Source: an optimization exercise on an open RTL-to-GDS flow (aim: small area, a short achievable clock period and few clock cycles per item). Production flows keep margins and buffers that such runs may drop.
Only simulation tests tie the RTL to the original design; equivalence was not proved.

--- design.v ---
module gf_mul (
    input  wire       f10,
    input  wire [9:0] a,
    input  wire [9:0] b,
    output wire [9:0] p
);
    reg [18:0] c;
    integer i;
    always @(*) begin
        c = 19'd0;
        for (i = 0; i < 10; i = i + 1)
            if (b[i]) c = c ^ ({9'd0, a} << i);
    end
    wire [9:0] r10, r8;
    gf_red10 u_r10 (.c(c),        .r(r10));
    gf_red8  u_r8  (.c(c[14:0]),  .r(r8));
    assign p = f10 ? r10 : r8;
endmodule
module gf_sq (
    input  wire       f10,
    input  wire [9:0] x,
    output wire [9:0] y
);
    reg [18:0] c;
    integer i;
    always @(*) begin
        c = 19'd0;
        for (i = 0; i < 10; i = i + 1)
            c[2 * i] = x[i];
    end
    wire [9:0] r10, r8;
    gf_red10 u_r10 (.c(c),        .r(r10));
    gf_red8  u_r8  (.c(c[14:0]),  .r(r8));
    assign y = f10 ? r10 : r8;
endmodule
module gf_red10 (
    input  wire [18:0] c,
    output wire [9:0]  r
);
    reg [18:0] t;
    integer i;
    always @(*) begin
        t = c;
        for (i = 18; i >= 10; i = i - 1)
            if (t[i]) t = t ^ (19'h409 << (i - 10));
    end
    assign r = t[9:0];
endmodule
module gf_red8 (
    input  wire [14:0] c,
    output wire [9:0]  r
);
    reg [14:0] t;
    integer i;
    always @(*) begin
        t = c;
        for (i = 14; i >= 8; i = i - 1)
            if (t[i]) t = t ^ (15'h11B << (i - 8));
    end
    assign r = {2'b00, t[7:0]};
endmodule
module eac_add10 (
    input  wire [9:0] s,
    input  wire [9:0] c,
    output wire [9:0] e
);
    wire [9:0] g0 = s & c;
    wire [9:0] p0 = s ^ c;
    reg [9:0] g, p;
    integer i, j, k;
    always @(*) begin
        g = g0;
        p = p0;
        for (k = 0; k < 4; k = k + 1)
            for (i = 0; i < 10; i = i + 1)
                if ((i >> k) & 1) begin
                    j = ((i >> k) << k) - 1;
                    g[i] = g[i] | (p[i] & g[j]);
                    p[i] = p[i] & p[j];
                end
    end
    wire       gall = g[9];
    wire [9:0] cin  = {g[8:0] | (p[8:0] & {9{gall}}), gall};
    assign e = p0 ^ cin;
endmodule
module gf_pow4 (
    input  wire       f10,
    input  wire [9:0] x,
    output wire [9:0] y
);
    reg [36:0] c10;
    reg [28:0] c8;
    integer i;
    always @(*) begin
        c10 = 37'd0;
        c8  = 29'd0;
        for (i = 0; i < 10; i = i + 1)
            c10[4 * i] = x[i];
        for (i = 0; i < 8; i = i + 1)
            c8[4 * i] = x[i];
        for (i = 36; i >= 10; i = i - 1)
            if (c10[i]) c10 = c10 ^ (37'h409 << (i - 10));
        for (i = 28; i >= 8; i = i - 1)
            if (c8[i]) c8 = c8 ^ (29'h11B << (i - 8));
    end
    assign y = f10 ? c10[9:0] : {2'b00, c8[7:0]};
endmodule
module gf8_exp_lo (
    input  wire [3:0] addr,
    output wire [7:0] data
);
    wire [127:0] tab = 128'h3513F8A196722E1AFF5533110F050301;
    assign data = tab[8 * addr +: 8];
endmodule
module gf8_exp_hi (
    input  wire [3:0] addr,
    output wire [7:0] data
);
    wire [127:0] tab = 128'h391245FC9B9FC3FBFEB5834C53E55F01;
    assign data = tab[8 * addr +: 8];
endmodule
module gf8_log_rom (
    input  wire [7:0] addr,
    output wire [7:0] data
);
  wire new_n17, new_n18, new_n19, new_n20, new_n21, new_n22, new_n23,
    new_n24, new_n25, new_n26, new_n27, new_n28, new_n29, new_n30, new_n31,
    new_n32, new_n33, new_n34, new_n35, new_n36, new_n37, new_n38, new_n39,
    new_n40, new_n41, new_n42, new_n43, new_n44, new_n45, new_n46, new_n47,
    new_n48, new_n49, new_n50, new_n51, new_n52, new_n53, new_n54, new_n55,
    new_n56, new_n57, new_n58, new_n59, new_n60, new_n61, new_n62, new_n63,
    new_n64, new_n65, new_n66, new_n67, new_n68, new_n69, new_n70, new_n71,
    new_n72, new_n73, new_n74, new_n75, new_n76, new_n77, new_n78, new_n79,
    new_n80, new_n81, new_n82, new_n83, new_n84, new_n85, new_n86, new_n87,
    new_n88, new_n89, new_n90, new_n91, new_n92, new_n93, new_n94, new_n95,
    new_n96, new_n97, new_n98, new_n99, new_n100, new_n101, new_n102,
    new_n103, new_n104, new_n105, new_n106, new_n107, new_n108, new_n109,
    new_n110, new_n111, new_n112, new_n113, new_n114, new_n115, new_n116,
    new_n117, new_n118, new_n119, new_n120, new_n121, new_n122, new_n123,
    new_n124, new_n125, new_n126, new_n127, new_n128, new_n129, new_n130,
    new_n131, new_n132, new_n133, new_n134, new_n135, new_n136, new_n137,
    new_n138, new_n139, new_n140, new_n141, new_n142, new_n143, new_n144,
    new_n145, new_n146, new_n147, new_n148, new_n149, new_n150, new_n151,
    new_n152, new_n154, new_n155, new_n156, new_n157, new_n158, new_n159,
    new_n160, new_n161, new_n162, new_n163, new_n164, new_n165, new_n166,
    new_n167, new_n168, new_n169, new_n170, new_n171, new_n172, new_n173,
    new_n174, new_n175, new_n176, new_n177, new_n178, new_n179, new_n180,
    new_n181, new_n182, new_n183, new_n184, new_n185, new_n186, new_n187,
    new_n188, new_n189, new_n190, new_n191, new_n192, new_n193, new_n194,
    new_n195, new_n196, new_n197, new_n198, new_n199, new_n200, new_n201,
    new_n202, new_n203, new_n204, new_n205, new_n206, new_n207, new_n208,
    new_n209, new_n210, new_n211, new_n212, new_n213, new_n214, new_n215,
    new_n216, new_n217, new_n218, new_n219, new_n220, new_n221, new_n222,
    new_n223, new_n224, new_n225, new_n226, new_n227, new_n228, new_n229,
    new_n230, new_n231, new_n232, new_n233, new_n234, new_n235, new_n236,
    new_n237, new_n238, new_n239, new_n240, new_n241, new_n242, new_n243,
    new_n244, new_n245, new_n246, new_n247, new_n248, new_n249, new_n251,
    new_n252, new_n253, new_n254, new_n255, new_n256, new_n257, new_n258,
    new_n259, new_n260, new_n261, new_n262, new_n263, new_n264, new_n265,
    new_n266, new_n267, new_n268, new_n269, new_n270, new_n271, new_n272,
    new_n273, new_n274, new_n275, new_n276, new_n277, new_n278, new_n279,
    new_n280, new_n281, new_n282, new_n283, new_n284, new_n285, new_n286,
    new_n287, new_n288, new_n289, new_n290, new_n291, new_n292, new_n293,
    new_n294, new_n295, new_n296, new_n297, new_n298, new_n299, new_n300,
    new_n301, new_n302, new_n303, new_n304, new_n305, new_n306, new_n307,
    new_n308, new_n309, new_n310, new_n311, new_n312, new_n313, new_n314,
    new_n315, new_n316, new_n317, new_n318, new_n319, new_n320, new_n321,
    new_n322, new_n323, new_n324, new_n325, new_n326, new_n327, new_n328,
    new_n330, new_n331, new_n332, new_n333, new_n334, new_n335, new_n336,
    new_n337, new_n338, new_n339, new_n340, new_n341, new_n342, new_n343,
    new_n344, new_n345, new_n346, new_n347, new_n348, new_n349, new_n350,
    new_n351, new_n352, new_n353, new_n354, new_n355, new_n356, new_n357,
    new_n358, new_n359, new_n360, new_n361, new_n362, new_n363, new_n364,
    new_n365, new_n366, new_n367, new_n368, new_n369, new_n370, new_n371,
    new_n372, new_n373, new_n374, new_n375, new_n376, new_n377, new_n378,
    new_n379, new_n380, new_n381, new_n382, new_n383, new_n384, new_n385,
    new_n386, new_n387, new_n388, new_n389, new_n390, new_n391, new_n392,
    new_n393, new_n395, new_n396, new_n397, new_n398, new_n399, new_n400,
    new_n401, new_n402, new_n403, new_n404, new_n405, new_n406, new_n407,
    new_n408, new_n409, new_n410, new_n411, new_n412, new_n413, new_n414,
    new_n415, new_n416, new_n417, new_n418, new_n419, new_n420, new_n421,
    new_n422, new_n423, new_n424, new_n425, new_n426, new_n427, new_n428,
    new_n429, new_n430, new_n431, new_n432, new_n433, new_n434, new_n435,
    new_n436, new_n437, new_n438, new_n439, new_n440, new_n441, new_n442,
    new_n443, new_n444, new_n445, new_n446, new_n447, new_n448, new_n449,
    new_n450, new_n451, new_n453, new_n454, new_n455, new_n456, new_n457,
    new_n458, new_n459, new_n460, new_n461, new_n462, new_n463, new_n464,
    new_n465, new_n466, new_n467, new_n468, new_n469, new_n470, new_n471,
    new_n472, new_n473, new_n474, new_n475, new_n476, new_n477, new_n478,
    new_n479, new_n480, new_n481, new_n482, new_n483, new_n484, new_n485,
    new_n486, new_n487, new_n488, new_n489, new_n490, new_n491, new_n492,
    new_n493, new_n494, new_n495, new_n496, new_n497, new_n498, new_n499,
    new_n500, new_n501, new_n502, new_n503, new_n504, new_n505, new_n506,
    new_n507, new_n508, new_n509, new_n510, new_n511, new_n512, new_n513,
    new_n514, new_n516, new_n517, new_n518, new_n519, new_n520, new_n521,
    new_n522, new_n523, new_n524, new_n525, new_n526, new_n527, new_n528,
    new_n529, new_n530, new_n531, new_n532, new_n533, new_n534, new_n535,
    new_n536, new_n537, new_n538, new_n539, new_n540, new_n541, new_n542,
    new_n543, new_n544, new_n545, new_n546, new_n547, new_n548, new_n549,
    new_n550, new_n551, new_n552, new_n553, new_n554, new_n555, new_n556,
    new_n557, new_n558, new_n559, new_n560, new_n561, new_n562, new_n563,
    new_n564, new_n565, new_n566, new_n567, new_n568, new_n569, new_n570,
    new_n571, new_n572, new_n573, new_n574, new_n575, new_n576, new_n578,
    new_n579, new_n580, new_n581, new_n582, new_n583, new_n584, new_n585,
    new_n586, new_n587, new_n588, new_n589, new_n590, new_n591, new_n592,
    new_n593, new_n594, new_n595, new_n596, new_n597, new_n598, new_n599,
    new_n600, new_n601, new_n602, new_n603, new_n604, new_n605, new_n606,
    new_n607, new_n608, new_n609, new_n610, new_n611, new_n612, new_n613,
    new_n614, new_n615, new_n616, new_n617, new_n618, new_n619, new_n620,
    new_n621, new_n622, new_n623, new_n624, new_n625, new_n626, new_n627,
    new_n628, new_n629, new_n630, new_n631, new_n632, new_n633, new_n634;
  assign new_n17 = addr[0] & addr[1];
  assign new_n18 = addr[3] & ~new_n17;
  assign new_n19 = ~addr[1] & addr[2];
  assign new_n20 = new_n18 & ~new_n19;
  assign new_n21 = addr[1] & ~addr[2];
  assign new_n22 = new_n20 & ~new_n21;
  assign new_n23 = ~addr[2] & ~addr[3];
  assign new_n24 = addr[1] & new_n23;
  assign new_n25 = ~addr[3] & ~new_n21;
  assign new_n26 = ~addr[0] & ~addr[2];
  assign new_n27 = addr[0] & addr[2];
  assign new_n28 = ~new_n26 & ~new_n27;
  assign new_n29 = new_n25 & new_n28;
  assign new_n30 = ~new_n24 & ~new_n29;
  assign new_n31 = ~addr[0] & ~addr[1];
  assign new_n32 = ~new_n17 & ~new_n31;
  assign new_n33 = ~addr[0] & addr[2];
  assign new_n34 = ~addr[3] & ~new_n33;
  assign new_n35 = ~new_n32 & new_n34;
  assign new_n36 = ~new_n30 & ~new_n35;
  assign new_n37 = addr[4] & ~new_n36;
  assign new_n38 = ~new_n22 & new_n37;
  assign new_n39 = ~addr[2] & ~new_n31;
  assign new_n40 = new_n20 & ~new_n39;
  assign new_n41 = ~new_n18 & new_n39;
  assign new_n42 = ~addr[4] & ~new_n41;
  assign new_n43 = ~new_n40 & new_n42;
  assign new_n44 = ~addr[5] & ~new_n43;
  assign new_n45 = ~new_n38 & new_n44;
  assign new_n46 = ~addr[3] & ~new_n26;
  assign new_n47 = addr[1] & addr[2];
  assign new_n48 = addr[0] & ~addr[1];
  assign new_n49 = ~new_n47 & ~new_n48;
  assign new_n50 = new_n46 & new_n49;
  assign new_n51 = ~addr[4] & ~new_n50;
  assign new_n52 = addr[3] & ~new_n26;
  assign new_n53 = new_n32 & new_n52;
  assign new_n54 = new_n51 & ~new_n53;
  assign new_n55 = addr[2] & addr[3];
  assign new_n56 = addr[1] & new_n55;
  assign new_n57 = addr[4] & ~new_n56;
  assign new_n58 = addr[2] & ~addr[3];
  assign new_n59 = new_n17 & ~new_n58;
  assign new_n60 = ~addr[2] & addr[3];
  assign new_n61 = ~addr[1] & ~new_n60;
  assign new_n62 = ~new_n59 & ~new_n61;
  assign new_n63 = new_n57 & new_n62;
  assign new_n64 = addr[5] & ~new_n63;
  assign new_n65 = ~new_n54 & new_n64;
  assign new_n66 = ~new_n45 & ~new_n65;
  assign new_n67 = ~addr[7] & ~new_n66;
  assign new_n68 = addr[0] & addr[3];
  assign new_n69 = ~new_n21 & new_n68;
  assign new_n70 = addr[4] & ~new_n69;
  assign new_n71 = ~addr[1] & new_n60;
  assign new_n72 = new_n70 & ~new_n71;
  assign new_n73 = addr[0] & ~addr[2];
  assign new_n74 = ~addr[3] & ~new_n47;
  assign new_n75 = ~new_n73 & new_n74;
  assign new_n76 = new_n72 & ~new_n75;
  assign new_n77 = ~addr[4] & ~new_n55;
  assign new_n78 = addr[2] & new_n32;
  assign new_n79 = new_n46 & ~new_n78;
  assign new_n80 = new_n77 & ~new_n79;
  assign new_n81 = addr[5] & ~new_n80;
  assign new_n82 = ~new_n76 & new_n81;
  assign new_n83 = new_n48 & new_n58;
  assign new_n84 = new_n25 & ~new_n83;
  assign new_n85 = addr[4] & ~new_n84;
  assign new_n86 = addr[1] & addr[3];
  assign new_n87 = ~new_n26 & new_n86;
  assign new_n88 = new_n85 & ~new_n87;
  assign new_n89 = ~addr[0] & new_n74;
  assign new_n90 = ~addr[4] & ~new_n89;
  assign new_n91 = ~new_n52 & ~new_n86;
  assign new_n92 = new_n90 & new_n91;
  assign new_n93 = ~addr[5] & ~new_n92;
  assign new_n94 = ~new_n88 & new_n93;
  assign new_n95 = ~new_n82 & ~new_n94;
  assign new_n96 = addr[7] & ~new_n95;
  assign new_n97 = addr[6] & ~new_n96;
  assign new_n98 = ~new_n67 & new_n97;
  assign new_n99 = addr[3] & ~new_n28;
  assign new_n100 = ~addr[0] & addr[1];
  assign new_n101 = addr[3] & new_n100;
  assign new_n102 = ~new_n99 & ~new_n101;
  assign new_n103 = addr[4] & new_n102;
  assign new_n104 = ~new_n29 & new_n103;
  assign new_n105 = addr[3] & new_n28;
  assign new_n106 = ~new_n31 & new_n105;
  assign new_n107 = ~addr[4] & ~new_n86;
  assign new_n108 = ~addr[3] & ~new_n27;
  assign new_n109 = ~addr[0] & new_n47;
  assign new_n110 = new_n32 & ~new_n109;
  assign new_n111 = new_n108 & ~new_n110;
  assign new_n112 = new_n107 & ~new_n111;
  assign new_n113 = ~new_n106 & new_n112;
  assign new_n114 = ~new_n104 & ~new_n113;
  assign new_n115 = addr[5] & ~new_n114;
  assign new_n116 = ~addr[1] & ~addr[2];
  assign new_n117 = ~addr[3] & ~new_n116;
  assign new_n118 = ~new_n27 & ~new_n48;
  assign new_n119 = ~addr[4] & new_n118;
  assign new_n120 = ~new_n117 & new_n119;
  assign new_n121 = ~addr[5] & ~new_n120;
  assign new_n122 = new_n28 & new_n74;
  assign new_n123 = new_n61 & ~new_n68;
  assign new_n124 = ~new_n122 & new_n123;
  assign new_n125 = addr[4] & ~new_n59;
  assign new_n126 = ~new_n124 & new_n125;
  assign new_n127 = new_n121 & ~new_n126;
  assign new_n128 = addr[7] & ~new_n127;
  assign new_n129 = ~new_n115 & new_n128;
  assign new_n130 = ~new_n19 & ~new_n21;
  assign new_n131 = ~addr[0] & new_n130;
  assign new_n132 = addr[3] & new_n118;
  assign new_n133 = ~new_n130 & ~new_n132;
  assign new_n134 = ~new_n131 & ~new_n133;
  assign new_n135 = ~addr[4] & ~new_n134;
  assign new_n136 = addr[4] & ~new_n20;
  assign new_n137 = addr[1] & ~new_n28;
  assign new_n138 = new_n136 & ~new_n137;
  assign new_n139 = addr[5] & ~new_n138;
  assign new_n140 = ~new_n135 & new_n139;
  assign new_n141 = ~addr[4] & ~new_n24;
  assign new_n142 = new_n68 & ~new_n130;
  assign new_n143 = addr[3] & ~new_n142;
  assign new_n144 = new_n141 & ~new_n143;
  assign new_n145 = ~new_n31 & new_n58;
  assign new_n146 = new_n70 & ~new_n145;
  assign new_n147 = ~new_n144 & ~new_n146;
  assign new_n148 = ~addr[5] & ~new_n147;
  assign new_n149 = ~addr[7] & ~new_n148;
  assign new_n150 = ~new_n140 & new_n149;
  assign new_n151 = ~addr[6] & ~new_n150;
  assign new_n152 = ~new_n129 & new_n151;
  assign data[0] = ~new_n98 & ~new_n152;
  assign new_n154 = ~addr[1] & addr[3];
  assign new_n155 = ~addr[4] & ~new_n154;
  assign new_n156 = ~addr[3] & ~new_n83;
  assign new_n157 = ~new_n131 & new_n156;
  assign new_n158 = ~addr[3] & ~new_n157;
  assign new_n159 = new_n155 & ~new_n158;
  assign new_n160 = new_n18 & new_n39;
  assign new_n161 = addr[4] & ~new_n160;
  assign new_n162 = addr[0] & new_n74;
  assign new_n163 = addr[2] & ~new_n17;
  assign new_n164 = ~addr[3] & new_n163;
  assign new_n165 = ~new_n162 & ~new_n164;
  assign new_n166 = new_n161 & new_n165;
  assign new_n167 = ~addr[5] & ~new_n166;
  assign new_n168 = ~new_n159 & new_n167;
  assign new_n169 = addr[3] & ~new_n100;
  assign new_n170 = new_n49 & new_n169;
  assign new_n171 = ~addr[3] & ~new_n49;
  assign new_n172 = ~new_n170 & ~new_n171;
  assign new_n173 = ~addr[4] & ~new_n172;
  assign new_n174 = ~new_n27 & new_n154;
  assign new_n175 = addr[4] & ~new_n174;
  assign new_n176 = ~new_n157 & new_n175;
  assign new_n177 = addr[5] & ~new_n176;
  assign new_n178 = ~new_n173 & new_n177;
  assign new_n179 = ~addr[6] & ~new_n178;
  assign new_n180 = ~new_n168 & new_n179;
  assign new_n181 = ~new_n21 & ~new_n34;
  assign new_n182 = ~new_n52 & new_n181;
  assign new_n183 = ~new_n41 & ~new_n182;
  assign new_n184 = addr[4] & ~new_n183;
  assign new_n185 = ~new_n17 & new_n34;
  assign new_n186 = ~addr[4] & ~new_n185;
  assign new_n187 = new_n18 & ~new_n116;
  assign new_n188 = new_n186 & ~new_n187;
  assign new_n189 = ~addr[5] & ~new_n188;
  assign new_n190 = ~new_n184 & new_n189;
  assign new_n191 = addr[0] & ~addr[3];
  assign new_n192 = ~addr[2] & new_n191;
  assign new_n193 = ~new_n69 & ~new_n192;
  assign new_n194 = ~addr[0] & ~new_n19;
  assign new_n195 = new_n25 & new_n194;
  assign new_n196 = new_n193 & ~new_n195;
  assign new_n197 = addr[4] & ~new_n196;
  assign new_n198 = ~addr[0] & ~new_n116;
  assign new_n199 = ~addr[3] & ~new_n198;
  assign new_n200 = ~addr[4] & ~new_n71;
  assign new_n201 = ~new_n99 & new_n200;
  assign new_n202 = ~new_n199 & new_n201;
  assign new_n203 = ~new_n197 & ~new_n202;
  assign new_n204 = addr[5] & ~new_n203;
  assign new_n205 = addr[6] & ~new_n204;
  assign new_n206 = ~new_n190 & new_n205;
  assign new_n207 = ~new_n180 & ~new_n206;
  assign new_n208 = addr[7] & ~new_n207;
  assign new_n209 = ~new_n41 & new_n57;
  assign new_n210 = ~new_n69 & new_n209;
  assign new_n211 = new_n52 & ~new_n78;
  assign new_n212 = ~new_n116 & new_n191;
  assign new_n213 = ~addr[4] & ~new_n212;
  assign new_n214 = ~new_n211 & new_n213;
  assign new_n215 = ~addr[5] & ~new_n214;
  assign new_n216 = ~new_n210 & new_n215;
  assign new_n217 = ~addr[3] & ~new_n19;
  assign new_n218 = ~addr[0] & ~new_n25;
  assign new_n219 = new_n217 & ~new_n218;
  assign new_n220 = ~new_n164 & ~new_n174;
  assign new_n221 = new_n27 & ~new_n154;
  assign new_n222 = new_n220 & ~new_n221;
  assign new_n223 = ~new_n219 & new_n222;
  assign new_n224 = ~addr[4] & ~new_n223;
  assign new_n225 = ~new_n73 & new_n161;
  assign new_n226 = addr[5] & ~new_n225;
  assign new_n227 = ~new_n224 & new_n226;
  assign new_n228 = ~new_n216 & ~new_n227;
  assign new_n229 = addr[6] & ~new_n228;
  assign new_n230 = new_n32 & new_n34;
  assign new_n231 = new_n103 & ~new_n230;
  assign new_n232 = ~new_n58 & ~new_n60;
  assign new_n233 = addr[1] & ~new_n232;
  assign new_n234 = ~addr[4] & ~new_n233;
  assign new_n235 = ~addr[1] & new_n28;
  assign new_n236 = new_n232 & new_n235;
  assign new_n237 = new_n234 & ~new_n236;
  assign new_n238 = addr[5] & ~new_n237;
  assign new_n239 = ~new_n231 & new_n238;
  assign new_n240 = ~addr[2] & ~addr[4];
  assign new_n241 = ~new_n18 & new_n240;
  assign new_n242 = addr[1] & new_n191;
  assign new_n243 = addr[4] & ~new_n242;
  assign new_n244 = ~addr[5] & ~new_n243;
  assign new_n245 = ~new_n241 & new_n244;
  assign new_n246 = ~addr[6] & ~new_n245;
  assign new_n247 = ~new_n239 & new_n246;
  assign new_n248 = ~new_n229 & ~new_n247;
  assign new_n249 = ~addr[7] & ~new_n248;
  assign data[1] = ~new_n208 & ~new_n249;
  assign new_n251 = ~new_n58 & new_n137;
  assign new_n252 = ~addr[4] & ~new_n162;
  assign new_n253 = ~new_n251 & new_n252;
  assign new_n254 = ~new_n25 & ~new_n198;
  assign new_n255 = addr[4] & ~new_n254;
  assign new_n256 = new_n33 & ~new_n154;
  assign new_n257 = new_n255 & ~new_n256;
  assign new_n258 = ~addr[5] & ~new_n257;
  assign new_n259 = ~new_n253 & new_n258;
  assign new_n260 = ~new_n109 & new_n200;
  assign new_n261 = ~new_n28 & new_n217;
  assign new_n262 = new_n68 & ~new_n116;
  assign new_n263 = addr[5] & ~new_n262;
  assign new_n264 = ~new_n261 & new_n263;
  assign new_n265 = ~new_n260 & new_n264;
  assign new_n266 = ~new_n259 & ~new_n265;
  assign new_n267 = ~addr[6] & ~new_n266;
  assign new_n268 = addr[0] & new_n25;
  assign new_n269 = ~new_n105 & ~new_n268;
  assign new_n270 = addr[4] & ~new_n269;
  assign new_n271 = ~new_n32 & new_n52;
  assign new_n272 = ~new_n195 & new_n200;
  assign new_n273 = ~new_n271 & new_n272;
  assign new_n274 = addr[5] & ~new_n273;
  assign new_n275 = ~new_n270 & new_n274;
  assign new_n276 = ~addr[4] & ~new_n56;
  assign new_n277 = ~new_n122 & new_n276;
  assign new_n278 = ~addr[1] & ~addr[3];
  assign new_n279 = ~new_n48 & ~new_n278;
  assign new_n280 = new_n57 & new_n279;
  assign new_n281 = ~new_n277 & ~new_n280;
  assign new_n282 = ~addr[5] & ~new_n281;
  assign new_n283 = addr[6] & ~new_n282;
  assign new_n284 = ~new_n275 & new_n283;
  assign new_n285 = ~new_n267 & ~new_n284;
  assign new_n286 = addr[7] & ~new_n285;
  assign new_n287 = new_n47 & new_n191;
  assign new_n288 = ~new_n53 & ~new_n287;
  assign new_n289 = ~addr[4] & ~new_n288;
  assign new_n290 = ~addr[5] & ~new_n289;
  assign new_n291 = ~new_n55 & new_n100;
  assign new_n292 = addr[3] & ~new_n194;
  assign new_n293 = ~new_n291 & ~new_n292;
  assign new_n294 = addr[4] & new_n293;
  assign new_n295 = new_n290 & ~new_n294;
  assign new_n296 = ~new_n199 & ~new_n271;
  assign new_n297 = addr[4] & ~new_n296;
  assign new_n298 = new_n25 & ~new_n194;
  assign new_n299 = addr[1] & new_n68;
  assign new_n300 = new_n77 & ~new_n299;
  assign new_n301 = ~new_n298 & new_n300;
  assign new_n302 = addr[5] & ~new_n301;
  assign new_n303 = ~new_n297 & new_n302;
  assign new_n304 = ~new_n295 & ~new_n303;
  assign new_n305 = ~addr[6] & ~new_n304;
  assign new_n306 = ~addr[0] & new_n19;
  assign new_n307 = ~new_n137 & ~new_n306;
  assign new_n308 = ~new_n71 & new_n141;
  assign new_n309 = new_n307 & new_n308;
  assign new_n310 = new_n25 & ~new_n78;
  assign new_n311 = addr[4] & ~new_n261;
  assign new_n312 = addr[3] & new_n19;
  assign new_n313 = new_n311 & ~new_n312;
  assign new_n314 = ~new_n310 & new_n313;
  assign new_n315 = ~new_n309 & ~new_n314;
  assign new_n316 = addr[5] & ~new_n315;
  assign new_n317 = ~new_n83 & ~new_n218;
  assign new_n318 = new_n107 & new_n317;
  assign new_n319 = ~new_n55 & ~new_n132;
  assign new_n320 = addr[1] & new_n46;
  assign new_n321 = addr[4] & ~new_n320;
  assign new_n322 = new_n319 & new_n321;
  assign new_n323 = ~new_n318 & ~new_n322;
  assign new_n324 = ~addr[5] & ~new_n323;
  assign new_n325 = addr[6] & ~new_n324;
  assign new_n326 = ~new_n316 & new_n325;
  assign new_n327 = ~new_n305 & ~new_n326;
  assign new_n328 = ~addr[7] & ~new_n327;
  assign data[2] = ~new_n286 & ~new_n328;
  assign new_n330 = ~new_n19 & new_n132;
  assign new_n331 = ~addr[4] & ~new_n330;
  assign new_n332 = ~new_n142 & new_n331;
  assign new_n333 = ~new_n100 & new_n332;
  assign new_n334 = addr[4] & ~new_n132;
  assign new_n335 = ~new_n187 & new_n334;
  assign new_n336 = ~new_n212 & new_n335;
  assign new_n337 = ~addr[5] & ~new_n336;
  assign new_n338 = ~new_n333 & new_n337;
  assign new_n339 = addr[1] & ~new_n34;
  assign new_n340 = ~new_n73 & ~new_n339;
  assign new_n341 = new_n77 & ~new_n340;
  assign new_n342 = new_n57 & ~new_n230;
  assign new_n343 = addr[5] & ~new_n342;
  assign new_n344 = ~new_n341 & new_n343;
  assign new_n345 = ~addr[6] & ~new_n344;
  assign new_n346 = ~new_n338 & new_n345;
  assign new_n347 = new_n37 & ~new_n142;
  assign new_n348 = ~addr[4] & ~new_n100;
  assign new_n349 = new_n340 & new_n348;
  assign new_n350 = new_n121 & ~new_n349;
  assign new_n351 = ~new_n347 & new_n350;
  assign new_n352 = ~new_n117 & ~new_n142;
  assign new_n353 = new_n348 & ~new_n352;
  assign new_n354 = addr[4] & ~new_n26;
  assign new_n355 = ~new_n25 & new_n354;
  assign new_n356 = addr[5] & ~new_n355;
  assign new_n357 = ~new_n353 & new_n356;
  assign new_n358 = addr[6] & ~new_n357;
  assign new_n359 = ~new_n351 & new_n358;
  assign new_n360 = ~new_n346 & ~new_n359;
  assign new_n361 = ~addr[7] & ~new_n360;
  assign new_n362 = ~new_n145 & new_n332;
  assign new_n363 = new_n28 & new_n217;
  assign new_n364 = ~new_n299 & ~new_n363;
  assign new_n365 = new_n161 & new_n364;
  assign new_n366 = ~addr[5] & ~new_n365;
  assign new_n367 = ~new_n362 & new_n366;
  assign new_n368 = addr[3] & new_n110;
  assign new_n369 = ~addr[4] & ~new_n368;
  assign new_n370 = ~new_n320 & new_n369;
  assign new_n371 = ~new_n52 & ~new_n100;
  assign new_n372 = ~new_n75 & new_n371;
  assign new_n373 = addr[4] & ~new_n291;
  assign new_n374 = ~new_n372 & new_n373;
  assign new_n375 = addr[5] & ~new_n374;
  assign new_n376 = ~new_n370 & new_n375;
  assign new_n377 = ~new_n367 & ~new_n376;
  assign new_n378 = addr[6] & ~new_n377;
  assign new_n379 = ~new_n111 & ~new_n154;
  assign new_n380 = new_n161 & new_n379;
  assign new_n381 = ~new_n20 & ~new_n56;
  assign new_n382 = new_n186 & new_n381;
  assign new_n383 = ~addr[5] & ~new_n382;
  assign new_n384 = ~new_n380 & new_n383;
  assign new_n385 = ~new_n145 & ~new_n368;
  assign new_n386 = addr[4] & ~new_n385;
  assign new_n387 = ~new_n219 & new_n331;
  assign new_n388 = addr[5] & ~new_n387;
  assign new_n389 = ~new_n386 & new_n388;
  assign new_n390 = ~new_n384 & ~new_n389;
  assign new_n391 = ~addr[6] & ~new_n390;
  assign new_n392 = addr[7] & ~new_n391;
  assign new_n393 = ~new_n378 & new_n392;
  assign data[3] = ~new_n361 & ~new_n393;
  assign new_n395 = addr[3] & new_n163;
  assign new_n396 = ~new_n36 & ~new_n395;
  assign new_n397 = new_n90 & ~new_n396;
  assign new_n398 = new_n31 & ~new_n232;
  assign new_n399 = new_n209 & ~new_n398;
  assign new_n400 = ~new_n397 & ~new_n399;
  assign new_n401 = ~addr[5] & ~new_n400;
  assign new_n402 = ~new_n157 & new_n369;
  assign new_n403 = new_n311 & ~new_n330;
  assign new_n404 = addr[5] & ~new_n403;
  assign new_n405 = ~new_n402 & new_n404;
  assign new_n406 = ~new_n401 & ~new_n405;
  assign new_n407 = ~addr[7] & ~new_n406;
  assign new_n408 = new_n23 & ~new_n100;
  assign new_n409 = new_n335 & ~new_n408;
  assign new_n410 = ~new_n130 & ~new_n191;
  assign new_n411 = new_n77 & new_n410;
  assign new_n412 = ~addr[5] & ~new_n411;
  assign new_n413 = ~new_n409 & new_n412;
  assign new_n414 = ~new_n78 & new_n243;
  assign new_n415 = new_n39 & ~new_n68;
  assign new_n416 = new_n155 & ~new_n415;
  assign new_n417 = addr[5] & ~new_n416;
  assign new_n418 = ~new_n414 & new_n417;
  assign new_n419 = addr[7] & ~new_n418;
  assign new_n420 = ~new_n413 & new_n419;
  assign new_n421 = ~new_n407 & ~new_n420;
  assign new_n422 = addr[6] & ~new_n421;
  assign new_n423 = ~new_n50 & ~new_n75;
  assign new_n424 = ~addr[4] & ~new_n271;
  assign new_n425 = new_n423 & new_n424;
  assign new_n426 = addr[4] & ~new_n154;
  assign new_n427 = ~new_n53 & new_n426;
  assign new_n428 = ~new_n425 & ~new_n427;
  assign new_n429 = addr[5] & ~new_n428;
  assign new_n430 = addr[4] & new_n28;
  assign new_n431 = new_n364 & new_n430;
  assign new_n432 = ~addr[4] & new_n198;
  assign new_n433 = ~addr[5] & ~new_n432;
  assign new_n434 = ~new_n431 & new_n433;
  assign new_n435 = ~new_n429 & ~new_n434;
  assign new_n436 = ~addr[7] & ~new_n435;
  assign new_n437 = new_n30 & new_n72;
  assign new_n438 = new_n90 & new_n102;
  assign new_n439 = addr[5] & ~new_n438;
  assign new_n440 = ~new_n437 & new_n439;
  assign new_n441 = ~new_n48 & new_n58;
  assign new_n442 = ~new_n73 & ~new_n441;
  assign new_n443 = new_n155 & ~new_n442;
  assign new_n444 = ~addr[0] & new_n25;
  assign new_n445 = new_n70 & ~new_n444;
  assign new_n446 = ~new_n443 & ~new_n445;
  assign new_n447 = ~addr[5] & ~new_n446;
  assign new_n448 = addr[7] & ~new_n447;
  assign new_n449 = ~new_n440 & new_n448;
  assign new_n450 = ~new_n436 & ~new_n449;
  assign new_n451 = ~addr[6] & ~new_n450;
  assign data[4] = ~new_n422 & ~new_n451;
  assign new_n453 = ~new_n89 & ~new_n287;
  assign new_n454 = ~new_n26 & new_n154;
  assign new_n455 = new_n453 & ~new_n454;
  assign new_n456 = addr[4] & ~new_n455;
  assign new_n457 = new_n348 & new_n410;
  assign new_n458 = ~new_n456 & ~new_n457;
  assign new_n459 = ~addr[5] & ~new_n458;
  assign new_n460 = ~new_n107 & ~new_n234;
  assign new_n461 = new_n61 & ~new_n193;
  assign new_n462 = ~new_n218 & ~new_n461;
  assign new_n463 = ~new_n460 & ~new_n462;
  assign new_n464 = addr[4] & ~new_n235;
  assign new_n465 = ~new_n84 & new_n464;
  assign new_n466 = addr[5] & ~new_n465;
  assign new_n467 = ~new_n463 & new_n466;
  assign new_n468 = ~new_n459 & ~new_n467;
  assign new_n469 = ~addr[7] & ~new_n468;
  assign new_n470 = new_n243 & ~new_n262;
  assign new_n471 = ~addr[4] & ~new_n183;
  assign new_n472 = ~new_n470 & ~new_n471;
  assign new_n473 = ~addr[5] & ~new_n89;
  assign new_n474 = ~new_n472 & new_n473;
  assign new_n475 = ~new_n191 & new_n232;
  assign new_n476 = ~new_n17 & ~new_n475;
  assign new_n477 = ~addr[4] & ~new_n476;
  assign new_n478 = ~new_n35 & new_n70;
  assign new_n479 = addr[5] & ~new_n478;
  assign new_n480 = ~new_n477 & new_n479;
  assign new_n481 = addr[7] & ~new_n480;
  assign new_n482 = ~new_n474 & new_n481;
  assign new_n483 = ~new_n469 & ~new_n482;
  assign new_n484 = ~addr[6] & ~new_n483;
  assign new_n485 = ~addr[2] & ~new_n455;
  assign new_n486 = addr[4] & ~new_n78;
  assign new_n487 = ~new_n485 & new_n486;
  assign new_n488 = new_n107 & new_n220;
  assign new_n489 = addr[5] & ~new_n488;
  assign new_n490 = ~new_n487 & new_n489;
  assign new_n491 = new_n334 & new_n453;
  assign new_n492 = ~new_n298 & new_n319;
  assign new_n493 = new_n107 & ~new_n492;
  assign new_n494 = ~new_n491 & ~new_n493;
  assign new_n495 = ~addr[5] & ~new_n494;
  assign new_n496 = addr[7] & ~new_n495;
  assign new_n497 = ~new_n490 & new_n496;
  assign new_n498 = addr[4] & ~new_n395;
  assign new_n499 = ~new_n86 & ~new_n278;
  assign new_n500 = ~addr[2] & ~new_n499;
  assign new_n501 = new_n498 & ~new_n500;
  assign new_n502 = ~addr[4] & ~new_n278;
  assign new_n503 = ~new_n143 & new_n502;
  assign new_n504 = addr[5] & ~new_n503;
  assign new_n505 = ~new_n501 & new_n504;
  assign new_n506 = ~new_n48 & ~new_n339;
  assign new_n507 = new_n161 & ~new_n506;
  assign new_n508 = new_n51 & ~new_n299;
  assign new_n509 = ~addr[5] & ~new_n508;
  assign new_n510 = ~new_n507 & new_n509;
  assign new_n511 = ~addr[7] & ~new_n510;
  assign new_n512 = ~new_n505 & new_n511;
  assign new_n513 = addr[6] & ~new_n512;
  assign new_n514 = ~new_n497 & new_n513;
  assign data[5] = new_n484 | new_n514;
  assign new_n516 = ~addr[0] & ~new_n278;
  assign new_n517 = addr[4] & ~new_n47;
  assign new_n518 = ~new_n516 & new_n517;
  assign new_n519 = ~new_n299 & ~new_n306;
  assign new_n520 = ~new_n460 & new_n519;
  assign new_n521 = ~new_n518 & ~new_n520;
  assign new_n522 = ~addr[1] & new_n192;
  assign new_n523 = addr[5] & ~new_n522;
  assign new_n524 = ~new_n521 & new_n523;
  assign new_n525 = new_n136 & ~new_n157;
  assign new_n526 = ~new_n17 & new_n52;
  assign new_n527 = ~new_n108 & ~new_n526;
  assign new_n528 = ~addr[4] & ~new_n19;
  assign new_n529 = ~new_n46 & new_n528;
  assign new_n530 = ~new_n527 & new_n529;
  assign new_n531 = ~addr[5] & ~new_n530;
  assign new_n532 = ~new_n525 & new_n531;
  assign new_n533 = ~addr[6] & ~new_n532;
  assign new_n534 = ~new_n524 & new_n533;
  assign new_n535 = ~new_n36 & ~new_n142;
  assign new_n536 = ~addr[4] & ~new_n535;
  assign new_n537 = addr[5] & ~new_n527;
  assign new_n538 = ~new_n536 & new_n537;
  assign new_n539 = new_n193 & new_n317;
  assign new_n540 = new_n498 & ~new_n539;
  assign new_n541 = new_n107 & ~new_n441;
  assign new_n542 = ~addr[5] & ~new_n541;
  assign new_n543 = ~new_n540 & new_n542;
  assign new_n544 = addr[6] & ~new_n543;
  assign new_n545 = ~new_n538 & new_n544;
  assign new_n546 = ~new_n534 & ~new_n545;
  assign new_n547 = addr[7] & ~new_n546;
  assign new_n548 = addr[3] & new_n307;
  assign new_n549 = ~addr[4] & ~new_n287;
  assign new_n550 = ~new_n548 & new_n549;
  assign new_n551 = ~new_n169 & new_n311;
  assign new_n552 = ~addr[5] & ~new_n551;
  assign new_n553 = ~new_n550 & new_n552;
  assign new_n554 = addr[4] & ~new_n195;
  assign new_n555 = ~new_n106 & new_n554;
  assign new_n556 = ~new_n68 & new_n200;
  assign new_n557 = ~new_n310 & new_n556;
  assign new_n558 = addr[5] & ~new_n557;
  assign new_n559 = ~new_n555 & new_n558;
  assign new_n560 = ~addr[6] & ~new_n559;
  assign new_n561 = ~new_n553 & new_n560;
  assign new_n562 = ~new_n78 & new_n293;
  assign new_n563 = new_n276 & ~new_n562;
  assign new_n564 = ~new_n163 & new_n255;
  assign new_n565 = ~new_n563 & ~new_n564;
  assign new_n566 = ~addr[5] & ~new_n565;
  assign new_n567 = addr[4] & new_n423;
  assign new_n568 = ~addr[4] & ~new_n99;
  assign new_n569 = ~new_n164 & new_n568;
  assign new_n570 = ~new_n567 & ~new_n569;
  assign new_n571 = addr[5] & ~new_n101;
  assign new_n572 = ~new_n570 & new_n571;
  assign new_n573 = addr[6] & ~new_n572;
  assign new_n574 = ~new_n566 & new_n573;
  assign new_n575 = ~new_n561 & ~new_n574;
  assign new_n576 = ~addr[7] & ~new_n575;
  assign data[6] = ~new_n547 & ~new_n576;
  assign new_n578 = new_n141 & ~new_n287;
  assign new_n579 = new_n102 & new_n578;
  assign new_n580 = ~new_n21 & new_n373;
  assign new_n581 = ~new_n410 & new_n580;
  assign new_n582 = addr[5] & ~new_n581;
  assign new_n583 = ~new_n579 & new_n582;
  assign new_n584 = ~new_n31 & new_n442;
  assign new_n585 = addr[4] & ~new_n584;
  assign new_n586 = ~addr[4] & new_n163;
  assign new_n587 = ~new_n171 & new_n586;
  assign new_n588 = ~addr[5] & ~new_n587;
  assign new_n589 = ~new_n585 & new_n588;
  assign new_n590 = ~new_n583 & ~new_n589;
  assign new_n591 = addr[6] & ~new_n590;
  assign new_n592 = addr[3] & ~new_n307;
  assign new_n593 = new_n85 & ~new_n592;
  assign new_n594 = new_n218 & new_n499;
  assign new_n595 = ~addr[4] & ~new_n221;
  assign new_n596 = ~new_n594 & new_n595;
  assign new_n597 = addr[5] & ~new_n596;
  assign new_n598 = ~new_n593 & new_n597;
  assign new_n599 = addr[0] & ~new_n74;
  assign new_n600 = new_n464 & ~new_n599;
  assign new_n601 = ~addr[4] & new_n372;
  assign new_n602 = ~addr[5] & ~new_n601;
  assign new_n603 = ~new_n600 & new_n602;
  assign new_n604 = ~new_n598 & ~new_n603;
  assign new_n605 = ~addr[6] & ~new_n604;
  assign new_n606 = addr[7] & ~new_n605;
  assign new_n607 = ~new_n591 & new_n606;
  assign new_n608 = ~new_n86 & new_n194;
  assign new_n609 = addr[0] & new_n55;
  assign new_n610 = ~new_n23 & ~new_n609;
  assign new_n611 = ~new_n608 & new_n610;
  assign new_n612 = addr[4] & ~new_n611;
  assign new_n613 = ~new_n19 & ~new_n609;
  assign new_n614 = new_n51 & new_n613;
  assign new_n615 = addr[5] & ~new_n614;
  assign new_n616 = ~new_n612 & new_n615;
  assign new_n617 = ~new_n330 & new_n347;
  assign new_n618 = new_n181 & new_n348;
  assign new_n619 = ~addr[5] & ~new_n618;
  assign new_n620 = ~new_n617 & new_n619;
  assign new_n621 = ~new_n616 & ~new_n620;
  assign new_n622 = addr[6] & ~new_n621;
  assign new_n623 = ~new_n516 & ~new_n527;
  assign new_n624 = new_n136 & ~new_n623;
  assign new_n625 = new_n290 & ~new_n624;
  assign new_n626 = new_n70 & ~new_n100;
  assign new_n627 = ~new_n192 & new_n528;
  assign new_n628 = ~new_n160 & new_n627;
  assign new_n629 = ~new_n626 & ~new_n628;
  assign new_n630 = addr[5] & ~new_n629;
  assign new_n631 = ~addr[6] & ~new_n630;
  assign new_n632 = ~new_n625 & new_n631;
  assign new_n633 = ~addr[7] & ~new_n632;
  assign new_n634 = ~new_n622 & new_n633;
  assign data[7] = ~new_n607 & ~new_n634;
endmodule
module gf_alu (
    input  wire        clk,
    input  wire        rst,
    input  wire        start,
    input  wire [7:0]  op,
    input  wire [31:0] a,
    input  wire [31:0] b,
    output wire        ready,
    output reg         done,
    output wire [31:0] result,
    output reg         err,
    output wire [7:0]  errcode
);
    localparam [2:0] C_ADD  = 3'd0;    
    localparam [2:0] C_MUL  = 3'd1;    
    localparam [2:0] C_POW  = 3'd2;    
    localparam [2:0] C_LOOP = 3'd3;    
    localparam [2:0] C_ERRZ = 3'd4;    
    localparam [2:0] C_ILL  = 3'd5;    
    localparam [2:0] C_EXP  = 3'd6;    
    reg        errz;
    reg  [9:0] res;
    assign result  = {22'd0, res};
    assign errcode = {3'b000, err, 3'b000, errz};
    reg        v1;          
    reg  [2:0] cls;
    reg        f10;         
    reg  [9:0] p, q;        
    reg  [9:0] s;           
    reg  [9:0] c;           
    reg  [9:0] x;           
    reg  [1:0] cnt;         
    wire last    = (cls != C_POW) && !((cls == C_LOOP) && (cnt != 2'd0));
    assign ready = ~v1 | last;
    wire accept  = start & ready;
    wire       fin = op[5];                     
    wire [9:0] am  = {a[9:8] & {2{fin}}, a[7:0]};
    wire [9:0] bm  = {b[9:8] & {2{fin}}, b[7:0]};
    wire       a8z  = (a[7:0] == 8'd0);
    wire       a10z = a8z & (a[9:8] == 2'd0);
    wire [9:0] a2;
    gf_sq u_sqa (.f10(fin), .x(am), .y(a2));
    wire [7:0] log_a;
    gf8_log_rom u_log (.addr(a[7:0]), .data(log_a));
    wire [9:0] u10 = b[9:0], v10 = b[19:10], w10 = b[29:20], z10 = {8'd0, b[31:30]};
    wire [9:0] s10a = u10 ^ v10 ^ w10;
    wire [9:0] k10a = (u10 & v10) | (u10 & w10) | (v10 & w10);
    wire [9:0] c10a = {k10a[8:0], k10a[9]};
    wire [9:0] s10  = s10a ^ c10a ^ z10;
    wire [9:0] k10b = (s10a & c10a) | (s10a & z10) | (c10a & z10);
    wire [9:0] c10  = {k10b[8:0], k10b[9]};
    wire [7:0] u8 = b[7:0], v8 = b[15:8], w8 = b[23:16], z8 = b[31:24];
    wire [7:0] s8a = u8 ^ v8 ^ w8;
    wire [7:0] k8a = (u8 & v8) | (u8 & w8) | (v8 & w8);
    wire [7:0] c8a = {k8a[6:0], k8a[7]};
    wire [7:0] s8  = s8a ^ c8a ^ z8;
    wire [7:0] k8b = (s8a & c8a) | (s8a & z8) | (c8a & z8);
    wire [7:0] c8  = {k8b[6:0], k8b[7]};
    reg [2:0] cls_in;
    reg [9:0] p_in, q_in, s_in, c_in;
    always @(*) begin
        p_in = am;
        q_in = bm;
        s_in = fin ? s10 : {s8, 2'b11};      
        c_in = fin ? c10 : {c8, 2'b00};
        case (op)
            8'h10, 8'h20: begin cls_in = C_ADD; p_in = am ^ bm; end
            8'h11, 8'h21: cls_in = C_MUL;
            8'h14: cls_in = C_EXP;
            8'h15: begin
                cls_in = a8z ? C_ERRZ : C_ADD;
                p_in   = {2'b00, log_a};
            end
            8'h12: begin
                cls_in = a8z ? C_ERRZ : C_EXP;
                p_in   = {2'b00, ~log_a};
            end
            8'h13, 8'h23: begin cls_in = C_POW; q_in = a2; end
            8'h22: begin
                cls_in = a10z ? C_ERRZ : C_POW;
                q_in   = a2;
                s_in   = 10'd1022;
                c_in   = 10'd0;
            end
            default: cls_in = C_ILL;
        endcase
    end
    wire       loop = (cls == C_LOOP);
    wire [9:0] p4, x2;
    gf_pow4 u_p4  (.f10(f10), .x(p),  .y(p4));
    gf_sq   u_sqx (.f10(f10), .x(x),  .y(x2));
    wire       texp = (cls == C_EXP);
    wire [7:0] exp_lo, exp_hi;
    gf8_exp_lo u_lo (.addr(p[3:0]), .data(exp_lo));
    gf8_exp_hi u_hi (.addr(p[7:4]), .data(exp_hi));
    wire [9:0] ma = loop ? p4 : texp ? {2'b00, exp_lo} : p;
    wire [9:0] mb = texp ? {2'b00, exp_hi} : q;
    wire [9:0] mp;
    gf_mul u_mul (.f10(f10), .a(ma), .b(mb), .p(mp));
    wire [9:0] e;
    eac_add10 u_eac (.s(s), .c(c), .e(e));
    reg [9:0] p_first, q_first;
    always @(*) begin
        case (e[9:8])
            2'd0:    p_first = 10'd1;
            2'd1:    p_first = p;
            2'd2:    p_first = q;
            default: p_first = mp;
        endcase
        case (e[7:6])
            2'd0:    q_first = 10'd1;
            2'd1:    q_first = p;
            2'd2:    q_first = q;
            default: q_first = mp;
        endcase
    end
    reg [9:0] q_loop;
    always @(*) begin
        case (s[9:8])
            2'd0:    q_loop = 10'd1;
            2'd1:    q_loop = x;
            2'd2:    q_loop = x2;
            default: q_loop = c;
        endcase
    end
    always @(posedge clk) begin
        err  <= (cls == C_ERRZ) || (cls == C_ILL);
        errz <= (cls == C_ERRZ);
        case (cls)
            C_ADD:                  res <= p;
            C_ERRZ, C_ILL:          res <= 10'd0;
            default:                res <= mp;
        endcase
    end
    always @(posedge clk) begin
        if (rst) begin
            v1   <= 1'b0;
            done <= 1'b0;
        end else begin
            done <= 1'b0;
            if (v1) begin
                if (last) begin
                    v1   <= 1'b0;
                    done <= 1'b1;
                end
                case (cls)
                    C_POW: begin
                        x   <= p;
                        c   <= mp;
                        p   <= p_first;
                        q   <= q_first;
                        s   <= {e[5:0], 4'd0};
                        cnt <= f10 ? 2'd3 : 2'd2;
                        cls <= C_LOOP;
                    end
                    C_LOOP: begin
                        p   <= mp;
                        q   <= q_loop;
                        s   <= {s[7:0], 2'b00};
                        cnt <= cnt - 2'd1;
                    end
                    default: ;
                endcase
            end
            if (accept) begin
                v1  <= 1'b1;
                cls <= cls_in;
                f10 <= fin;
                p   <= p_in;
                q   <= q_in;
                s   <= s_in;
                c   <= c_in;
            end
        end
    end
endmodule
--- run.sh ---
#!/bin/bash
# synth_recipe.tcl (not shown) runs the flow's synth.tcl, then flattens the netlist and writes it again
# the make line also repeats each setting of config.mk as NAME=value (left out here)
make -C /OpenROAD-flow-scripts/flow DESIGN_CONFIG=/design/flow/config.mk WORK_HOME=/design/flow/orfs CLKGATE_MAP_FILE= SYNTH_SCRIPT=/design/flow/synth_recipe.tcl finish
--- config.mk ---
export PLATFORM = sky130hd
export DESIGN_NAME = gf_alu
export DESIGN_NICKNAME = gf_alu
export VERILOG_FILES = /design/flow/design.v
export SDC_FILE = /design/flow/constraint.sdc
export NUM_CORES = 4
export LEC_CHECK = 0
export CAP_MARGIN = 20
export CORE_MARGIN = 2
export CORE_UTILIZATION = 30
export SETUP_SLACK_MARGIN = 3.2
export SLEW_MARGIN = 20
export TNS_END_PERCENT = 0
--- constraint.sdc ---
create_clock -name core_clock -period 7.0 [get_ports {clk}]
set_input_delay 1.4000 -clock core_clock [delete_from_list [all_inputs] [get_ports {clk}]]
set_output_delay 1.4000 -clock core_clock [all_outputs]
set_load 0.01 [all_outputs]
==> out/results.txt, run 1 <==
The flow ran to the end and the layout has no timing, DRC or antenna violations. The tools report the number of distinct standard cells referenced by the synthesized netlist as 86. The post-route netlist has 19.23% of its cells at a drive strength greater than 1. The die covers 38,730 um^2.

The overall die width works out to 196.8 um. The longest clock path from root to sink contains 2 buffers. The routability congestion estimate from global placement is 1.051.

The initialized floorplan defines 70 standard-cell rows. The logs give 0 for the antenna diode count and 10,800 for the number of global-route vias before repair. For this run, the number of Yosys warnings is 7. TritonCTS built the clock tree. The largest total area in the synthesized netlist belongs to edfxtp_1. The detail route stage leaves a number of antenna-violating nets equal to 0. In this run the most used layer during global routing was met2. The tools report the flop-to-flop setup slack as 2.78 ns. The clock buffer count from CTS was 9. The routed length per instance was 21.35 um; the setup TNS was 0 ns. The final period utilization was 60.21%.

Yosys attributes the largest share of cell area to edfxtp_1, xnor2_1, nor2_1. Setup repair after global routing could not meet its margin everywhere. The cell at the root of the clock tree was clkbuf_16.

The setup path with the least slack is of type register to register. The area of the core was 36,610 um^2; the highest clock rate was 0.2372 GHz. The commonest cells after synthesis are nor2_1, nand2_1, a21oi_1, o21ai_0, xnor2_1. The pin slew with the least headroom to its limit works out to 0.8026 ns. The tool flagged a number of max-cap violations equal to 0. The HPWL after detailed placement came out at 29,810 um.

The floorplan step set the die height to 196.8 um. The tools report the final hold violation count as 0. The largest net degree at the start of global routing came out at 50.

The run gives 46.08% as the headroom to the max-slew limit. For this run, design rule violations remaining after detail routing come to 0. The async set or reset register ratio after synthesis came out at 0%. Summing all placed instances gives a cell area of 12,020 um^2. The tightest hold path in the finished design has a slack of 0.4832 ns.

The mapped netlist covers 11,150 um^2. The met2 routing resource usage after global routing is 33.92%. The run gives 0 as the number of hold buffers added after CTS. The post-synthesis area per instance is 7.722 um^2, and the total setup violations reported at the end of the flow is 0. For the number of instances in the synthesized netlist, the log shows 1,444. The run gives 7 as the length of the first detailed-routing pass in iterations. The tightest min-delay check is of the register to register type.

The average via count per standard cell is 5.807, and the initial core utilization is 30.46%. Wires add up to 42,750 um. The logs give 4.30 ns for the arrival time of the worst setup path and 28.82% for the met1 usage. The worst setup path is launched from a register. After synthesis the netlist holds a flip-flop and latch count of 70.

The via total after detailed routing is 11,630, and the number of top-level design ports is 118. The clock latency on the worst-skew pair came out at 0.34 ns. Number of synthesized flops with an enable pin: 56. The share of Yosys cell area claimed by the top area cell type was 15.08%; the number of input and output port buffers inserted was 67. The data required time at the worst endpoint is 7.09 ns. The number of pins with negative max-slew slack in the final report was 0; the top fanout value on the critical path was 4. The largest clock skew in the final design is 0.009345 ns. The smallest clock period supported by the final layout is computed as 4.215 ns. For this run, the total global-route usage over all layers was measured as 21.26%.

The synthesis-to-layout area growth works out to 23.24%. The clock net in this run drives a total of 70 sinks. The residual overflow from global routing is 0.

In this run the number of H-tree levels came out at 3. The clock transition at the register clock pins on the worst setup and hold paths after CTS is 0.06 ns. The first global-routing pass estimated 64,450 um of wire.

Of the synthesized area, sequential elements account for 17.59%. For the initial antenna violation count, the log shows 0. Endpoint kind of the worst setup timing path: a register.

The number of violations reported at the end of detailed-routing iteration 0 was 1,645; the met3 demand-to-capacity share in global routing was 3.970%. The prevailing post-synth register cell was edfxtp_1. The run gives 13,740 um^2 as the post-layout instance area. The most frequent cell after synthesis was nor2_1.

In the final design database the tool counted 1,683 nets. The final standard cell utilization of the core came out at 37.54%.
==> registers in the layout, summed over array words and instances (netlist names) <==
signal and cells:
f10 1, errz 1, done 1, c 10, s 10, cls 3
x 10, cnt 2, q 10, err 1, p 10, res 10
v1 1
==> final timing paths <==
kind | startpoint | end | cells past startpoint
min reg2reg | v1$_SDFF_PP0_ | done$_SDFF_PP0_ | 1
min | v1$_SDFF_PP0_ | done$_SDFF_PP0_ | 1
max | p[4]$_DFFE_PP_ | p[1]$_DFFE_PP_ | 15
max reg2reg | p[4]$_DFFE_PP_ | p[1]$_DFFE_PP_ | 15
==> placed cells by master (no fill, tap or decap), types with 11 or more instances in the layout <==
cell type | synthesis | final
nor2_1 | 175 | 167
nand2_1 | 156 | 152
a21oi_1 | 112 | 104
buf_4 | 32 | 100
o21ai_0 | 101 | 87
xnor2_1 | 88 | 84
clkdlybuf4s50_1 | 0 | 60
edfxtp_1 | 56 | 56
inv_1 | 64 | 53
ha_1 | 50 | 37
xor2_1 | 39 | 34
fa_1 | 29 | 29
nand3_1 | 31 | 28
conb_1 | 1 | 28
nor3_1 | 30 | 26
mux2i_1 | 21 | 20
a31oi_1 | 20 | 20
a221oi_1 | 22 | 19
a211oi_1 | 20 | 18
nor2b_1 | 18 | 16
o22ai_1 | 17 | 16
o211ai_1 | 15 | 15
dfxtp_1 | 14 | 14
and2_1 | 15 | 13
xnor3_1 | 14 | 12
nand2b_1 | 13 | 12
a22oi_1 | 15 | 12
clkbuf_16 | 0 | 12
a21o_1 | 11 | 11
nor3b_1 | 11 | 11
==> stage by stage <==
step | instances | setup slack (ns)
5_1_grt | 2002 | 2.705
4_1_cts | 1968 | 2.850
3_5_place_dp | 1892 | 1.234
6_report | 2002 | 2.785
3_3_place_gp | 1892 | 1.222
2_1_floorplan | 1471 | 3.132
==> kinds of logic after synthesis <==
| group | after synthesis | share of synthesized area, % |
|---|---|---|
| AND/OR/NAND/NOR | 487 | 19.58 |
| AO/OA/AOI/OAI | 417 | 24.45 |
| buffers and inverters | 200 | 8.258 |
| XOR/XNOR | 154 | 15.06 |
| adder cells (fa/ha/maj) | 79 | 10.82 |
| flip-flops | 70 | 17.59 |
| multiplexers | 36 | 4.208 |
| other | 1 | 0.03363 |
==> area by class of cell <==
type	instances	area, um^2
Clock buffer	11	275.3
Clock inverter	5	43.79
Fill cell	3792	22870
Inverter	66	267.8
Multi-Input combinational cell	1202	9019
Sequential cell	70	1962
Tap cell	468	585.6
Timing Repair Buffer	180	1589
==> metal layers <==
| layer | vias up | wire, um |
|---|---|---|
| met5 | - | 0 |
| met1 | 5495 | 17460 |
| met4 | 0 | 1804 |
| li1 | 5259 | - |
| met3 | 159 | 4107 |
| met2 | 712 | 19380 |
==> worst max-delay path, cell delays in order, from the launching register on <==
cell and delay [ns]:
edfxtp_1 0.49, inv_2 0.13, ha_1 0.31, xor3_2 0.31
xor2_1 0.24, o21ai_2 0.10, and2_4 0.19, and3_1 0.20
xnor3_1 0.37, xnor3_2 0.46, xor2_2 0.22, xnor2_2 0.16
o21ai_2 0.23, xnor2_4 0.13, a221oi_2 0.35, nor2_1 0.08
==> repair_timing <==
action,in CTS,in global routing
pin swaps,26,34
cloned,1,1
setup buffers,59,33
endpoints found under the setup margin,51,51
endpoints found under the hold margin,0,0
gates resized for setup,114,61
Testbench counts, summed over its fixed seeds: cycles 4,818, items 3,200.
==> run 2, diff against run 1 <==
--- a/config.mk
+++ b/config.mk
@@ -9,5 +9,5 @@
 export CORE_MARGIN = 2
 export CORE_UTILIZATION = 30
-export SETUP_SLACK_MARGIN = 3.2
+export SETUP_SLACK_MARGIN = 3.0
 export SLEW_MARGIN = 20
 export TNS_END_PERCENT = 0
==> out/results.txt, run 2 <==
The area enclosed by the die boundary was 38,730 um^2; the met1 usage was 29.89%. The most common cell after layout, fill and taps aside is nor2_1. The worst pin sits at a relative slew slack of 47.51%. The final hold violation count was 0; the clock latency on the worst-skew pair was 0.34 ns. The worst path uses 58.88% of the clock period.

The top fanout value on the critical path came out at 5. The worst setup path is of the register to register kind. The post-synthesis area per instance is 7.722 um^2. Summing the areas of all and, or, nand and nor instances in the mapped netlist gives 19.58% of the synthesized area. For the worst slack after detailed placement, the log shows 1.377 ns. edfxtp_1 takes more of the synthesized area than any other cell. The kind of cell with the highest combined delay along the critical path is XOR/XNOR gates. The tools report the clock sink count as 70.

Counting the fill cells in the layout gives 3,776. For this block, the routed nets add up to 43,900 um of wire. The post-route netlist has 18.85% of its cells at a drive strength greater than 1. The HPWL after detailed placement is 30,460 um. Routability-driven placement finished with a final weighted congestion of 0.9632. The synthesized design contains 56 enable-type register cells. Number of global-route vias before repair: 10,910. The number of buffer and inverter stages on the critical path is 0. The pin slew with the least headroom to its limit works out to 0.7845 ns. For this run, global-route usage on met3 was measured as 3.576%.

In this run the standard cell core region covers 36,610 um^2. The flow ran to the end and the layout has no timing, DRC or antenna violations. Layer with the highest usage: met2. Global routing used 21.99% of the available tracks. The highest-delay cell along the critical path was xnor3_2.

The end point of the worst hold path is done$_SDFF_PP0_. Summing the areas of all fa, ha and maj instances in the mapped netlist gives 10.82% of the synthesized area.

The number of pins with negative max-slew slack in the final report was 0. The library cells used most frequently in the layout, excluding fill and tap cells, are nor2_1, nand2_1, a21oi_1. The tools report the endpoint kind of the worst setup timing path as a register. Max-cap violations in this run came to 0. The routed length per instance came out at 22.00 um.

The combinational family with the most area after synthesis was compound AO/OA/AOI/OAI gates. The tools report the number of top-level design ports as 118. Once layout is complete, the utilization of the core stands at 37.58%. The post-synth design cell area was 11,150 um^2; the clock transition at the register clock pins on the worst setup and hold paths after CTS was 0.06 ns.

The worst register-to-register path ends at p[3]$_DFFE_PP_. The register bit total from synthesis is 70, and the overall die width is 196.8 um. The post-route worst setup slack was 2.878 ns.

The prevailing post-synth register cell was edfxtp_1. After detailed routing, the number of remaining DRC violations is 0. Summing all flip-flop and latch instances after layout gives 1962 um^2. Relative to the synthesized area, the layout overhead comes to 23.40%. The floorplan row count was 70.

The tree is rooted in a clkbuf_16. For the layout net count, the log shows 1,677. The worst register-to-register path has a depth of 14. The largest net degree at the start of global routing came out at 48. The clock period could shrink to 4.122 ns. The number of antenna diodes in the final layout is 0. The tools report the launch point of the worst reg-to-reg path as p[6]$_DFFE_PP_.

The tools report the antenna violation net count after detailed routing as 0. TritonCTS built the clock tree. The number of instances in the synthesized netlist was 1,444; the total setup violations reported at the end of the flow was 0.

Highest cell delay on the worst timing path: 0.60 ns. nor2_1 is the most common cell in the netlist. The average via count per standard cell came out at 5.898. Sequential elements use 17.59% of the synthesized area. The path class of the lowest-slack min-delay path was register to register.

The depth of the worst hold-timing path works out to 1. Measured against the total synthesized area, the mux share comes to 4.208%. The tools report the arrival time of the worst setup path as 4.20 ns. The most frequent cell on the critical path was nor2_1. The placed instances occupy a cell area of 12,000 um^2. After synthesis, the cell types taking the most area are edfxtp_1, xnor2_1, nor2_1. The startpoint identified for the worst hold timing path is v1$_SDFF_PP0_. The first detailed-routing pass took 6 iterations. The data required time at the worst endpoint is 7.08 ns. Setup repair after global routing could not meet its margin everywhere.

The share of the synthesized area in compound gates (AO/OA/AOI/OAI) came out at 24.45%. The flop-to-flop setup slack is 2.88 ns, and the largest clock skew in the final design is 0.006519 ns. The commonest cells after synthesis are nor2_1, nand2_1, a21oi_1, o21ai_0, xnor2_1.

The tools report the start point of the critical path as p[6]$_DFFE_PP_. For the setup TNS, the log shows 0 ns. Walking the worst path, the cells encountered are ha_1 -> xor3_2 -> nor2_1 -> a211o_1 -> a32oi_4 -> nor2_1 -> xnor2_1 -> xnor3_2 -> xor2_4 -> xor2_1 -> o21ai_2 -> xnor2_4 -> a221oi_2 -> nor2_1. For this run, the top clock speed supported by timing is 0.2426 GHz. The detailed router finished its first iteration with 1,522 violations. The synthesized netlist contains 86 unique library cells. The async set or reset register ratio after synthesis is 0%, and the residual overflow from global routing is 0. Once placement completed, the tool counted placed cells totaling 1,895. During synthesis, Yosys emitted a total of 7 warnings.

The worst hold margin was 0.4747 ns; the number of hold buffers added after CTS was 0. For this configuration, the core starts out at a cell density of 30.46%. STA classifies the critical path startpoint as a register. Post-route non-filler standard cell count: 1,996. The height of the die works out to 196.8 um. Global routing used 34.85% of the available met2 tracks.

The finished cells cover 13,760 um^2. The via total after detailed routing was 11,770. Clock buffer count from CTS: 9. The H-tree generated during clock tree synthesis spans 3 levels.

The initial antenna violation count is 1, and the share of Yosys cell area claimed by the top area cell type is 15.08%. The first global-routing pass estimated 66,320 um of wire. The multi-input combinational cells in the finished layout cover a total of 9065 um^2. The maximum number of buffers from clock root to sink is 2. During placement, the flow inserted port buffers numbering 67. Of the total synthesized cell area, the portion taken by XOR and XNOR cells is 15.06%.
-- run 2: cell counts after synthesis --
Identical to the previous run, type by type.
-- run 2: cell type report --
type | count | share of cell area [%]
Multi-Input combinational cell | 1202 | 65.88
Sequential cell | 70 | 14.26
Timing Repair Buffer | 174 | 11.42
Tap cell | 468 | 4.256
Inverter | 66 | 1.982
Clock buffer | 10 | 1.819
Clock inverter | 6 | 0.3819
-- run 2: cell families after synthesis --
group                      after synthesis
AOI/OAI and AO/OA                      417
xor gates and xnor gates               154
adders and majority gates               79
buffers and inverters                  200
DFF                                     70
muxes                                   36
other                                    1
and+or+nand+nor                        487
-- run 2: routing by layer --
metal	up-vias	share of wire, %
met4	2	4.9
met1	5619	41
met3	170	9.0
met5	-	0.030
li1	5258	-
met2	724	45
-- run 2: repair_timing --
action,4_1_cts,5_1_grt
gates resized for setup,150,39
setup endpoints to repair,50,46
setup buffers,70,12
endpoints found under the hold margin,0,0
cloned,2,1
pin swaps,30,15
-- run 2: how the worst max path moves through the flow --
stage	endpoint	depth (start not counted)
4_1_cts	q[2]$_DFFE_PP_	15
5_1_grt	p[7]$_DFFE_PP_	13
3_3_place_gp	p[1]$_DFFE_PP_	13
3_5_place_dp	p[1]$_DFFE_PP_	13
2_1_floorplan	p[2]$_DFFE_PP_	15
6_report	p[3]$_DFFE_PP_	14

==> static timing again, ports no longer ideal <==
Ports are ideal in the flow. The routed layouts listed here were re-timed in OpenROAD. Step 1: set_driving_cell puts a clkbuf_16 on clk and a buf_2 on each other input, an assumption about the parent block. Step 2 times the ports against the registers' clock, not the clock port: input delays grow and output delays shrink by t, the midpoint of the rising clock arrivals with the driver on. Three values: no drivers, after step 1, after step 2; two values: the first two.
run	t, ns	slack for setup (ns)	worst setup path after step 2	clock arrival spread, ns	pins driven straight from the clock port
run 1	0.370	2.785 / 2.785 / 2.463	input to register	0.009 / 0.009	1
run 2	0.377	2.878 / 2.878 / 2.549	input to register	0.007 / 0.007	1
After both steps setup and hold are still met in every run listed. The setup slack of run 2, which loses most, moves by 0.000 ns with the drivers and by -0.329 ns with both steps.
